Context: an optimization exercise on an open-source flow, tuned for small area, a short achievable clock period and few clock cycles. The choices shown serve that exercise and are no tape-out recipe.
Function was checked by simulation only, so behaviour that the tests miss may differ from the original.
No activity file was given, so power comes from the tool's default toggle rates.

[design.v]
module gf127_unit (
    input  wire         clk,
    input  wire         rst,
    input  wire         in_valid,
    output wire         in_ready,
    input  wire [1:0]   in_op,
    input  wire [126:0] in_a,
    input  wire [126:0] in_b,
    output reg          out_valid,
    output wire [126:0] out_data,
    output wire         out_err
);
    localparam [1:0] OP_MUL  = 2'd0;
    localparam [1:0] OP_INV  = 2'd1;
    localparam [1:0] OP_ADD  = 2'd2;
    localparam [1:0] OP_MULX = 2'd3;
    localparam integer K    = 4;
    localparam [6:0]   NMUL = 7'd31;      
    localparam [6:0]   NINV = 7'd63;
    localparam [127:0] POLY  = 128'h80000000000000008000000000000001;
    localparam [126:0] XM127 = 127'h4000000000000000c000000000000001;    
    function [126:0] fmulx;
        input [126:0] v;
        begin
            fmulx = {v[125:0], 1'b0} ^ {63'd0, v[126], 62'd0, v[126]};
        end
    endfunction
    function [126:0] fdivx;
        input [126:0] v;
        begin
            fdivx = {v[0], v[126:1]} ^ {64'd0, v[0], 62'd0};
        end
    endfunction
    function [126:0] fdivxn;
        input [126:0] v;
        input integer n;
        integer i;
        begin
            fdivxn = v;
            for (i = 0; i < n; i = i + 1)
                fdivxn = fdivx(fdivxn);
        end
    endfunction
    reg         busy;
    reg [6:0]   cnt;
    reg         fin;             
    reg         first;           
    reg         rdy;             
    reg         oerr;
    reg         addq, mulxq;     
    reg [127:0] R, S;
    reg [126:0] U, V;
    reg [8:0]   c;
    assign in_ready = rdy;
    assign out_data = V;
    assign out_err  = oerr;
    wire [8:0] cb = {~c[8], c[7:0]};    
    reg clem1;
    reg cle0;
    reg cle1;
    reg cge0;
    reg cge1;
    reg cge2;
    reg cge3;
    wire qlem5 = cb <= 9'd251;    
    wire qlem4 = cb <= 9'd252;    
    wire qlem3 = cb <= 9'd253;    
    wire qlem2 = cb <= 9'd254;    
    wire qlem1 = cb <= 9'd255;    
    wire qle0 = cb <= 9'd256;    
    wire qle1 = cb <= 9'd257;    
    wire qle2 = cb <= 9'd258;    
    wire qle3 = cb <= 9'd259;    
    wire qle4 = cb <= 9'd260;    
    wire qle5 = cb <= 9'd261;    
    wire qgem3 = cb >= 9'd259;    
    wire qgem2 = cb >= 9'd258;    
    wire qgem1 = cb >= 9'd257;    
    wire qge0 = cb >= 9'd256;    
    wire qge1 = cb >= 9'd255;    
    wire qge2 = cb >= 9'd254;    
    wire qge3 = cb >= 9'd253;    
    wire qge4 = cb >= 9'd252;    
    wire qge5 = cb >= 9'd251;    
    wire qge6 = cb >= 9'd250;    
    wire qge7 = cb >= 9'd249;    
    wire [8:0] cnm4 = ~c + 9'd509;
    wire [8:0] cnm2 = ~c + 9'd511;
    wire [8:0] cn0 = ~c + 9'd1;
    wire [8:0] cn2 = ~c + 9'd3;
    wire [8:0] cpm2 = c + 9'd510;
    wire [8:0] cp0 = c + 9'd0;
    wire [8:0] cp4 = c + 9'd4;
    reg [127:0] r_s, s_s, s_x;
    reg [126:0] u_s, v_s, v_x;
    reg [K-1:0] sw, pos;
    reg         g;
    reg [8:0]   c_n;
    integer     t;
    always @* begin
        r_s = R; s_s = S; u_s = fi ? 127'd0 : U; v_s = first ? vinit : V;
        sw = {K{1'b0}}; pos = {K{1'b0}};
        for (t = 0; t < K; t = t + 1) begin
            if (t == 0)
                pos[0] = (1'b1 & cge0);
            if (t == 1)
                pos[1] = (~sw[0] & cge1);
            if (t == 2)
                pos[2] = (~sw[0] & ~sw[1] & cge2) |
                     (sw[0] & ~sw[1] & cle0);
            if (t == 3)
                pos[3] = (~sw[0] & ~sw[1] & ~sw[2] & cge3) |
                     (sw[0] & ~sw[1] & ~sw[2] & cle1) |
                     (~sw[0] & sw[1] & ~sw[2] & clem1);
            g     = s_s[127] | (t == K - 1 && fin);
            sw[t] = g & R[127] & pos[t];
            s_x   = s_s ^ (g ? r_s : 128'd0);
            v_x   = v_s ^ (g ? u_s : 127'd0);
            if (sw[t]) begin
                r_s = s_s;
                u_s = v_s;
            end
            s_s = {s_x[126:0], 1'b0};
            v_s = fmulx(v_x);
        end
        c_n = 9'd0;
        case (1'b1)
            (~sw[0] & ~sw[1] & ~sw[2] & ~sw[3]): c_n = cp4;
            (sw[0] & ~sw[1] & ~sw[2] & ~sw[3]): c_n = cn2;
            (~sw[0] & sw[1] & ~sw[2] & ~sw[3]): c_n = cn0;
            (~sw[0] & ~sw[1] & sw[2] & ~sw[3]): c_n = cnm2;
            (~sw[0] & ~sw[1] & ~sw[2] & sw[3]): c_n = cnm4;
            (sw[0] & ~sw[1] & sw[2] & ~sw[3]): c_n = cp0;
            (sw[0] & ~sw[1] & ~sw[2] & sw[3]): c_n = cpm2;
            (~sw[0] & sw[1] & ~sw[2] & sw[3]): c_n = cp0;
        endcase
    end
    wire fin_n  = (cnt == 7'd1) && R[127];
    wire fi     = first & R[127];
    wire szero  = S == 128'd0;
    wire v0     = fi & ~szero;
    wire [126:0] a_rec = {R[K-1:0], S[127-K:1]};
    wire [126:0] vinit = (addq  ? fdivxn(a_rec, K)     : 127'd0) |
                         (mulxq ? fdivxn(a_rec, K - 1) : 127'd0) |
                         (v0    ? XM127                : 127'd0);
    wire is_mul  = in_op == OP_MUL;
    wire is_inv  = in_op == OP_INV;
    wire is_add  = in_op == OP_ADD;
    wire is_mulx = in_op == OP_MULX;
    wire [126:0] b_mul  = fdivxn(in_b, 2);
    always @(posedge clk) begin
        V    <= v_s;
        oerr <= R[127] & R[0];       
        if (!rdy) begin
            R   <= r_s;
            S   <= s_s;
            U   <= u_s;
            c   <= c_n;
            cnt <= cnt - 7'd1;
            fin <= fin_n;
            first <= 1'b0;
            clem1 <= (~sw[0] & ~sw[1] & ~sw[2] & ~sw[3] & qlem5) |
            (sw[0] & ~sw[1] & ~sw[2] & ~sw[3] & qgem3) |
            (~sw[0] & sw[1] & ~sw[2] & ~sw[3] & qgem1) |
            (~sw[0] & ~sw[1] & sw[2] & ~sw[3] & qge1) |
            (~sw[0] & ~sw[1] & ~sw[2] & sw[3] & qge3) |
            (sw[0] & ~sw[1] & sw[2] & ~sw[3] & qlem1) |
            (sw[0] & ~sw[1] & ~sw[2] & sw[3] & qle1) |
            (~sw[0] & sw[1] & ~sw[2] & sw[3] & qlem1);
            cle0 <= (~sw[0] & ~sw[1] & ~sw[2] & ~sw[3] & qlem4) |
            (sw[0] & ~sw[1] & ~sw[2] & ~sw[3] & qgem2) |
            (~sw[0] & sw[1] & ~sw[2] & ~sw[3] & qge0) |
            (~sw[0] & ~sw[1] & sw[2] & ~sw[3] & qge2) |
            (~sw[0] & ~sw[1] & ~sw[2] & sw[3] & qge4) |
            (sw[0] & ~sw[1] & sw[2] & ~sw[3] & qle0) |
            (sw[0] & ~sw[1] & ~sw[2] & sw[3] & qle2) |
            (~sw[0] & sw[1] & ~sw[2] & sw[3] & qle0);
            cle1 <= (~sw[0] & ~sw[1] & ~sw[2] & ~sw[3] & qlem3) |
            (sw[0] & ~sw[1] & ~sw[2] & ~sw[3] & qgem1) |
            (~sw[0] & sw[1] & ~sw[2] & ~sw[3] & qge1) |
            (~sw[0] & ~sw[1] & sw[2] & ~sw[3] & qge3) |
            (~sw[0] & ~sw[1] & ~sw[2] & sw[3] & qge5) |
            (sw[0] & ~sw[1] & sw[2] & ~sw[3] & qle1) |
            (sw[0] & ~sw[1] & ~sw[2] & sw[3] & qle3) |
            (~sw[0] & sw[1] & ~sw[2] & sw[3] & qle1);
            cge0 <= (~sw[0] & ~sw[1] & ~sw[2] & ~sw[3] & qge4) |
            (sw[0] & ~sw[1] & ~sw[2] & ~sw[3] & qle2) |
            (~sw[0] & sw[1] & ~sw[2] & ~sw[3] & qle0) |
            (~sw[0] & ~sw[1] & sw[2] & ~sw[3] & qlem2) |
            (~sw[0] & ~sw[1] & ~sw[2] & sw[3] & qlem4) |
            (sw[0] & ~sw[1] & sw[2] & ~sw[3] & qge0) |
            (sw[0] & ~sw[1] & ~sw[2] & sw[3] & qgem2) |
            (~sw[0] & sw[1] & ~sw[2] & sw[3] & qge0);
            cge1 <= (~sw[0] & ~sw[1] & ~sw[2] & ~sw[3] & qge5) |
            (sw[0] & ~sw[1] & ~sw[2] & ~sw[3] & qle3) |
            (~sw[0] & sw[1] & ~sw[2] & ~sw[3] & qle1) |
            (~sw[0] & ~sw[1] & sw[2] & ~sw[3] & qlem1) |
            (~sw[0] & ~sw[1] & ~sw[2] & sw[3] & qlem3) |
            (sw[0] & ~sw[1] & sw[2] & ~sw[3] & qge1) |
            (sw[0] & ~sw[1] & ~sw[2] & sw[3] & qgem1) |
            (~sw[0] & sw[1] & ~sw[2] & sw[3] & qge1);
            cge2 <= (~sw[0] & ~sw[1] & ~sw[2] & ~sw[3] & qge6) |
            (sw[0] & ~sw[1] & ~sw[2] & ~sw[3] & qle4) |
            (~sw[0] & sw[1] & ~sw[2] & ~sw[3] & qle2) |
            (~sw[0] & ~sw[1] & sw[2] & ~sw[3] & qle0) |
            (~sw[0] & ~sw[1] & ~sw[2] & sw[3] & qlem2) |
            (sw[0] & ~sw[1] & sw[2] & ~sw[3] & qge2) |
            (sw[0] & ~sw[1] & ~sw[2] & sw[3] & qge0) |
            (~sw[0] & sw[1] & ~sw[2] & sw[3] & qge2);
            cge3 <= (~sw[0] & ~sw[1] & ~sw[2] & ~sw[3] & qge7) |
            (sw[0] & ~sw[1] & ~sw[2] & ~sw[3] & qle5) |
            (~sw[0] & sw[1] & ~sw[2] & ~sw[3] & qle3) |
            (~sw[0] & ~sw[1] & sw[2] & ~sw[3] & qle1) |
            (~sw[0] & ~sw[1] & ~sw[2] & sw[3] & qlem1) |
            (sw[0] & ~sw[1] & sw[2] & ~sw[3] & qge3) |
            (sw[0] & ~sw[1] & ~sw[2] & sw[3] & qge1) |
            (~sw[0] & sw[1] & ~sw[2] & sw[3] & qge3);
        end else begin
            R <= is_inv ? POLY :
                 (is_add | is_mulx) ? {124'd0, in_a[126:127-K]} : 128'd0;
            S <= {(is_inv | is_mul) ? in_a[126:127-K] :
                  is_add ? 4'd2 : 4'd0, in_a[126-K:0], 1'b0};
            U <= b_mul;
            c <= 9'd0;
            clem1 <= 1'b0;
            cle0 <= 1'b1;
            cle1 <= 1'b1;
            cge0 <= 1'b1;
            cge1 <= 1'b1;
            cge2 <= 1'b1;
            cge3 <= 1'b1;
            cnt <= is_mul ? NMUL : is_inv ? NINV : 7'd0;
            fin  <= is_inv && NINV == 7'd0;
            first <= 1'b1;
            addq  <= is_add;
            mulxq <= is_mulx;
        end
        if (rst) begin
            busy      <= 1'b0;
            rdy       <= 1'b1;
            out_valid <= 1'b0;
        end else begin
            out_valid <= busy && (cnt == 7'd0);
            if (rdy) begin
                busy <= in_valid;
                rdy  <= ~in_valid | is_add | is_mulx;
            end else begin
                busy <= 1'b1;
                rdy  <= cnt == 7'd1;
            end
        end
    end
endmodule
[flow/run.sh]
#!/bin/bash
set -euo pipefail
MARGIN=7.6
bash standard.sh \
    SETUP_SLACK_MARGIN=$MARGIN \
    "BUFFER_PORTS_ARGS=-buffer_cell sky130_fd_sc_hd__buf_2" \
    finish > standard.log 2>&1
[standard.sh]
#!/bin/bash
# synth_recipe.tcl (not shown) runs the flow's synth.tcl, then flattens the netlist and writes it again
# the make line also repeats each setting of config.mk as NAME=value (left out here)
make -C /OpenROAD-flow-scripts/flow DESIGN_CONFIG=/design/flow/config.mk WORK_HOME=/design/flow/orfs CLKGATE_MAP_FILE= SYNTH_SCRIPT=/design/flow/synth_recipe.tcl "${@:-finish}"
[config.mk]
export PLATFORM = sky130hd
export DESIGN_NAME = gf127_unit
export DESIGN_NICKNAME = gf127_unit
export VERILOG_FILES = /design/flow/design.v
export SDC_FILE = /design/flow/constraint.sdc
export NUM_CORES = 4
export LEC_CHECK = 0
export CAP_MARGIN = 20
export CORE_MARGIN = 2
export CORE_UTILIZATION = 55
export PLACE_DENSITY = 0.7
export SLEW_MARGIN = 20
[constraint.sdc]
create_clock -name core_clock -period 11.0 [get_ports {clk}]
set_input_delay 2.2000 -clock core_clock [delete_from_list [all_inputs] [get_ports {clk}]]
set_output_delay 2.2000 -clock core_clock [all_outputs]
set_load 0.01 [all_outputs]
==> summary.txt, run 1 <==
Status - complete, no violations
Mapped Cells - 5929
Reg-to-reg endpoint - U[64]$_DFF_P_
DR pass1 iterations - 8
Syn Nets - 6200
CTS Sinks - 539
I/O Buffers - 388
Switching Power - 3.970 mW
Number of vias per cell - 6.082
Area Overhead vs Synth - 15.46%
Final Hold Vio Count - 0
Worst Path Arrival - 3.98 ns
Initial DRC count - 4682
RSZ-0062 raised after global routing - true
DRT antenna net count - 0
Crit Path Class - reg2reg
Die width - 282.5 um
GPL Wtd Cong - 0.9381
Reg2reg setup slack - 7.53 ns
Synth Area per Inst - 7.196 um2
Max cap viols - 0
Total power - 9.593 mW
Yosys top cell area share - 0.2515
Clock power share - 0.247
Most frequent cell after synthesis - nand2_1
WHS Path Cells - 2
Sequential area share after synthesis - 0.2536
Worst reg2reg path depth - 13
Final cell count without fillers - 7182
Die footprint - 79820 um2
Final Instance Area - 49260 um2
Cell area power density - 194.7 nW/um2
CP Capture Type - flip-flop
Max layer used - met4
Fmax achieved - 0.2881 GHz
WL met2 - 69740 um
Critical Path RT - 11.51 ns
Tmin final - 3.470 ns
Final setup vio count - 0
Starting density of the core - 0.5535
# diodes - 0
Metal-1 WL - 62210 um
Slew headroom - 0.2297
Hold/Removal Path Class - reg2reg
Period Utilization, post-route - 0.3155
Crit path launch type - flip-flop
Die Y - 282.5 um
Endpoint, Worst Hold - out_valid$_SDFF_PP0_
Pleak - 21.60 nW
Fin. max-slew vios - 0
Net switching fraction of the power - 0.4138
CTS tree - built
Root Driver - clkbuf_16
Nets - 6362
Sequential share of power - 0.289
H-Tree Level Count - 3
Initial antenna violation count - 0
Top cells by area, synth - dfxtp_1 25%, xnor2_1 13%, nand2_1 10%, mux2i_1 8.9%, xor2_1 8.3%
Reg2reg start - R[127]$_DFFE_PP_
First-pass GRT wire length - 235200 um
Multi-input combinational cell area - 30620 um2
Synthesized area - 42670 um2
Worst-Margin Slew - 1.155 ns
Internal power - 5.624 mW
Routed vias - 43680
Clock Latency Late Sink - 0.64 ns
Io pins - 389
Synth top cells by count - 1156 x nand2_1, 774 x nor2_1, 627 x xnor2_1, 536 x dfxtp_1, 411 x a21oi_1
Fillers - 6878
Post-synth top area cell - dfxtp_1
Worst Skew - 0.02289 ns
Critical path peak fanout - 33
CTS Buf Count - 68
Setup_tns - 0 ns
GRT Util Overall - 0.3737
Layout cells sized above 1 - 0.1307
Area of the core - 77080 um2
DRC viols - 0
Drt wl/cell - 22.11 um
FF+latch count, synth - 539
DP HPWL - 88140 um
Met3 wire len - 17570 um
Combinational Power Share - 0.464
Max Buffers Root-to-Sink - 3
Clock-pin slew on the worst setup and hold paths - 0.06 ns
# rows - 102
GRT overflow - 0
Worst-case vdd ir drop - 131.8 uV
Synth unique cells - 73
Post-DP Area - 44650 um2
Dominant synthesized flop cell - dfxtp_1
Hold Startpoint - busy$_SDFF_PP0_
Register area - 10860 um2
Synthesis Warnings - 1
Utilization after layout - 0.6391
Post-synth ARST share - 0
Placed Cells - 6947
Largest net degree at the start of global routing - 211
Number of enable flip-flop cells after synthesis - 3
Total wire length - 158800 um
Vias in the first global route - 41430
## how the worst max path moves through the flow
stage | startpoint | end | slack, ns | depth (start not counted)
final | R[127]$_DFFE_PP_ | U[64]$_DFF_P_ | 7.53 | 13
after global routing | S[127]$_DFF_P_ | cge2$_SDFF_PP1_ | 7.49 | 12
after CTS | R[127]$_DFFE_PP_ | U[126]$_DFF_P_ | 7.55 | 12
after detailed placement | R[127]$_DFFE_PP_ | U[126]$_DFF_P_ | 4.75 | 11
after global placement | R[127]$_DFFE_PP_ | U[126]$_DFF_P_ | 4.82 | 11
after floorplan | S[126]$_DFF_P_ | R[127]$_DFFE_PP_ | 7.95 | 13
## state kept, by name (all words and copies together) (netlist names), 7 cells and up
signal	count
V	127
R	128
cnt	7
U	127
c	8
S	127
## stage by stage
stage	hold WS [ns]	setup slack, ns
after floorplan	0.4094	7.946
after global placement	0.4248	4.824
after detailed placement	0.4209	4.746
after CTS	0.4282	7.551
after global routing	0.4572	7.494
final	0.4317	7.530
## cell type report
class                      instances  share of cell area
inverter                          15            0.001194
multi-input combinational       4941              0.6215
sequential                       539              0.2205
clock buffer                     106             0.04366
timing repair buffer             526             0.08311
tap                             1040             0.02642
clock inverter                    15            0.003607
## metal layers
| layer | GRT usage | vias to the layer above |
|---|---|---|
| met5 | 0 | - |
| met4 | 0.2043 | 0 |
| met3 | 0.07046 | 511 |
| met2 | 0.5912 | 2594 |
| met1 | 0.4796 | 20410 |
| li1 | - | 20170 |
## cell usage in the layout, fill, tap and decap left out, drive strengths merged, types with 38 or more instances in the layout
cell type	synthesis	final
mux2i	379	379
nor2	774	774
and3	139	143
a21oi	411	411
nand3	139	142
nor4	38	38
o21ai	419	419
dfxtp	536	536
nand2	1157	1163
xor2	403	403
a22o	118	118
buf	119	509
clkbuf	333	113
mux2	120	120
xnor2	627	627
## power by group through the flow
stage / combinational, mW / clock [mW] / sequential, mW
floorplan: 2.90 / 0 / 2.73
global placement: 3.91 / 0 / 2.79
detailed placement: 3.97 / 0 / 2.79
CTS: 4.25 / 2.37 / 2.75
global route: 4.79 / 2.46 / 2.80
finish: 4.45 / 2.37 / 2.77
## logic make-up after synthesis
family / Yosys count / share of synthesized area
and+or+nand+nor: 2310 / 0.2217
AOI/OAI and AO/OA: 1071 / 0.1453
xor gates and xnor gates: 1031 / 0.2120
DFF: 539 / 0.2536
muxes: 499 / 0.1206
buffers and inverters: 467 / 0.04334
adders and majority gates: 12 / 0.003519
## worst max-delay path, stage by stage, from the launching register on
cell and delay [ns]:
edfxtp_1 0.47, buf_4 0.18, buf_4 0.17, a21boi_4 0.20, clkbuf_16 0.32, buf_16 0.29, nand2b_1 0.14, xnor2_1 0.28
mux2i_1 0.15, and2_1 0.23, o211ai_1 0.26, xnor2_2 0.18, o22ai_1 0.12, mux2_2 0.27
## repair_timing
item | in CTS | in global routing
setup buffers | 46 | 27
pin swaps | 18 | 15
hold buffers | 0 | 0
gates resized for setup | 125 | 71
cloned | 32 | 9
endpoints found under the setup margin | 538 | 454
Testbench counts, summed over its fixed seeds: cycles 55,222.
==> inputs of run 2 (changes only) <==
==> flow/run.sh (replaced) <==
#!/bin/bash
set -euo pipefail
MARGIN=7.8
bash standard.sh \
    SETUP_SLACK_MARGIN=$MARGIN \
    "BUFFER_PORTS_ARGS=-buffer_cell sky130_fd_sc_hd__buf_2" \
    finish > standard.log 2>&1
==> summary.txt, run 2 <==
Status - complete, no violations
H-Tree Level Count - 3 (unchanged)
Pleak - 24.03 nW (+11%)
Initial DRC count - 6618 (+41%)
Vias in the first global route - 42890 (+3.5%)
Commonest non-fill, non-tap cell in the layout - nand2_1
RSZ-0062 raised after global routing - true
Crit Path Class - reg2reg
Worst Path Arrival - 4.47 ns (+0.49 ns)
Routed vias - 47500 (+8.7%)
Most common cell on crit path - buf_12
First-pass GRT wire length - 244000 um (+3.8%)
CTS tree - built
Total power - 11.08 mW (+16%)
Final setup vio count - 0 (unchanged)
FF+latch count, synth - 539 (unchanged)
Synthesized area - 42670 um2 (unchanged)
Fin. max-slew vios - 0 (unchanged)
Gr busiest metal - met2
# hold bufs at CTS - 0 (unchanged)
Utilization after layout - 0.7136 (+0.07452)
Post-synth ARST share - 0 (unchanged)
Worst Skew - 0.02943 ns (+0.006537 ns)
Synth Area per Inst - 7.196 um2 (unchanged)
Die footprint - 79820 um2 (unchanged)
Main combinational cell family by area after synthesis - simple AND/OR/NAND/NOR gates
CP Capture Point - R[125]$_SDFF_PP0_
Max reg flops - 128 (unchanged)
CP Launch Point - S[127]$_DFF_P_
Clock-pin slew on the worst setup and hold paths - 0.07 ns (about the same)
Slowest stage cell, crit path - a21oi_1
Most frequent cells in the layout - 1107 x nand2_1, 681 x nor2_1, 618 x xnor2_1
Post-synth top area cell - dfxtp_1
Total wire length - 189300 um (+19%)
Io pins - 389 (unchanged)
Max cap viols - 0 (unchanged)
Synth Area in Adders - 0.003519 (unchanged)
Synth Area in Simple Gates - 0.2217 (unchanged)
Period Utilization, post-route - 0.3630 (+0.04748)
GRT Util Overall - 0.3891 (+0.01542)
Multiplexer share of the synthesized area - 0.1206 (unchanged)
GRT overflow - 0 (unchanged)
M2 GR Usage - 0.6167 (+0.02552)
Area of the core - 77080 um2 (unchanged)
Root Driver - clkbuf_16
Layout cells sized above 1 - 0.2252 (+0.09444)
Reg-to-reg endpoint - R[125]$_SDFF_PP0_
Nets - 6615 (+4.0%)
CTS Sinks - 539 (unchanged)
Drt wl/cell - 25.45 um (+15%)
Synth unique cells - 73 (unchanged)
Die Y - 282.5 um (unchanged)
Synthesis Warnings - 1 (unchanged)
Area Overhead vs Synth - 28.92%
Sequential area share after synthesis - 0.2536 (unchanged)
Dominant synthesized flop cell - dfxtp_1
Largest net degree at the start of global routing - 211 (unchanged)
Number of vias per cell - 6.385 (+5.0%)
Setup_tns - 0 ns (unchanged)
Met1 usage - 0.4834 (+0.003759)
DR pass1 iterations - 10 (+2)
Initial antenna violation count - 8 (+8)
Final Hold Vio Count - 0 (unchanged)
Worst-Margin Slew - 1.266 ns (+0.1110 ns)
I/O Buffers - 388 (unchanged)
Tmin final - 3.993 ns (+0.5223 ns)
Worst path cell trace - buf_16 -> a21oi_1 -> nor3_4 -> o211a_4 -> or4_4 -> a31oi_4 -> buf_12 -> buf_6 -> buf_12 -> nand2_8 -> buf_12 -> a211oi_1
Reg2reg start - S[127]$_DFF_P_
Most frequent cell after synthesis - nand2_1
Hold Startpoint - busy$_SDFF_PP0_
GPL Wtd Cong - 0.9381 (unchanged)
Worst-case vdd ir drop - 134.7 uV (+2.2%)
Fmax achieved - 0.2505 GHz (-13%)
Critical path peak fanout - 20 (-39%)
Clock Latency Late Sink - 0.65 ns (about the same)
Max Buffers Root-to-Sink - 3 (unchanged)
Slew headroom - 0.1557 (-0.07403)
Biggest register - R
DRC viols - 0 (unchanged)
Starting density of the core - 0.5535 (unchanged)
Cell area power density - 201.4 nW/um2 (+3.4%)
CTS Buf Count - 68 (unchanged)
Hold/Removal Path Class - reg2reg
Fraction of synthesized cell area in xor and xnor cells - 0.2120 (unchanged)
Reg2reg setup slack - 7.01 ns (-0.52 ns)
Top cells by area, synth - dfxtp_1 25%, xnor2_1 13%, nand2_1 10%, mux2i_1 8.9%, xor2_1 8.3%
Yosys top cell area share - 0.2515 (unchanged)
DRT antenna net count - 0 (unchanged)
Compound-Gate Fraction of Synth Area - 0.1453 (unchanged)
Synth top cells by count - 1156 x nand2_1, 774 x nor2_1, 627 x xnor2_1, 536 x dfxtp_1, 411 x a21oi_1
Syn Nets - 6200 (unchanged)
CP Capture Type - flip-flop
Mapped Cells - 5929 (unchanged)
# rows - 102 (unchanged)
Worst reg2reg path depth - 12 (-1)
Die width - 282.5 um (unchanged)
Number of enable flip-flop cells after synthesis - 3 (unchanged)
DP HPWL - 88140 um (unchanged)
Slowest Stage Delay on Critical Path - 0.69 ns (+0.22 ns)
Met3 usage - 0.08541 (+0.01495)
Crit path launch type - flip-flop
Critical Path RT - 11.47 ns (-0.04 ns)
-- run 2: critical path: cells and delay by family, from the launching register on --
family,cells,cell delay [ns]
AO/OA/AOI/OAI,4,1.72
buffers and inverters,5,0.81
flip-flops,1,0.43
AND/OR/NAND/NOR,3,0.85
-- run 2: power breakdown --
part | switching, mW | leakage (nW) | internal [mW] | total [mW]
clock network | 0.967 | 1.15 | 1.43 | 2.40
logic | 3.18 | 18.4 | 2.64 | 5.82
registers | 0.426 | 4.52 | 2.43 | 2.86
total | 4.58 | 24.0 | 6.50 | 11.1
-- run 2: layer usage --
layer  wire, um  vias to the layer above
met5         76                        -
met4      16380                       12
met3      27100                     1114
met2      79020                     3751
met1      66750                    21950
li1           -                    20660
-- run 2: metrics by stage --
stage | std cells | hold slack [ns] | setup WS, ns | instance area [um2]
finish | 7439 | 0.4396 | 7.007 | 55010
global route | 7437 | 0.4517 | 6.920 | 55000
CTS | 7260 | 0.4282 | 7.666 | 50770
detailed placement | 6947 | 0.4209 | 4.746 | 44650
global placement | 6946 | 0.4248 | 4.824 | 44610
floorplan | 5929 | 0.4094 | 7.946 | 42670
-- run 2: worst min-delay path by stage --
stage	end	slack [ns]	cells past startpoint
global placement	out_valid$_SDFF_PP0_	0.42	2
detailed placement	out_valid$_SDFF_PP0_	0.42	2
floorplan	out_valid$_SDFF_PP0_	0.41	2
global route	out_valid$_SDFF_PP0_	0.45	2
finish	out_valid$_SDFF_PP0_	0.44	2
CTS	out_valid$_SDFF_PP0_	0.43	2
-- run 2: cell families after synthesis --
family,count (synthesis)
AOI/OAI and AO/OA,1071
xor gates and xnor gates,1031
adders and majority gates,12
buffers and inverters,467
DFF,539
muxes,499
and+or+nand+nor,2310
-- run 2: what timing repair did --
item                       CTS  global route
pin swaps                   23            93
resized for setup          434           536
buffers inserted           153           101
cloned                      39            74
setup endpoints to repair  655           641
-- run 2: cell type report --
type | count | area [um2]
inverter | 15 | 58.81
antenna | 4 | 10.01
tap | 1040 | 1301
clock inverter | 15 | 177.7
fill | 5933 | 22080
clock buffer | 106 | 2151
sequential | 539 | 11030
multi-input combinational | 4951 | 32230
timing repair buffer | 769 | 8045

[re-timing with driven ports]
The results above use ideal ports. As a check the final layouts listed here were re-extracted and re-timed, cells and wires unchanged.
Step 1 assumes that a clkbuf_16 drives the clock port and a buf_2 every other input.
Step 2, shift: input delay + t, output delay - t, t = (earliest + latest rising clock arrival at the registers) / 2. This alone moves slack from input paths to output paths.
Three values: no drivers, after step 1, after step 2; two values: the first two.
run | t, ns | slack for setup (ns) | worst hold slack (ns) | worst setup path after step 2
run 1 | 0.696 | 7.530 / 7.520 / 7.530 | 0.432 / 0.432 / 0.432 | register to register
run 2 | 0.706 | 7.007 / 7.007 / 7.007 | 0.440 / 0.440 / 0.440 | register to register
After both steps setup and hold are still met in every run listed.
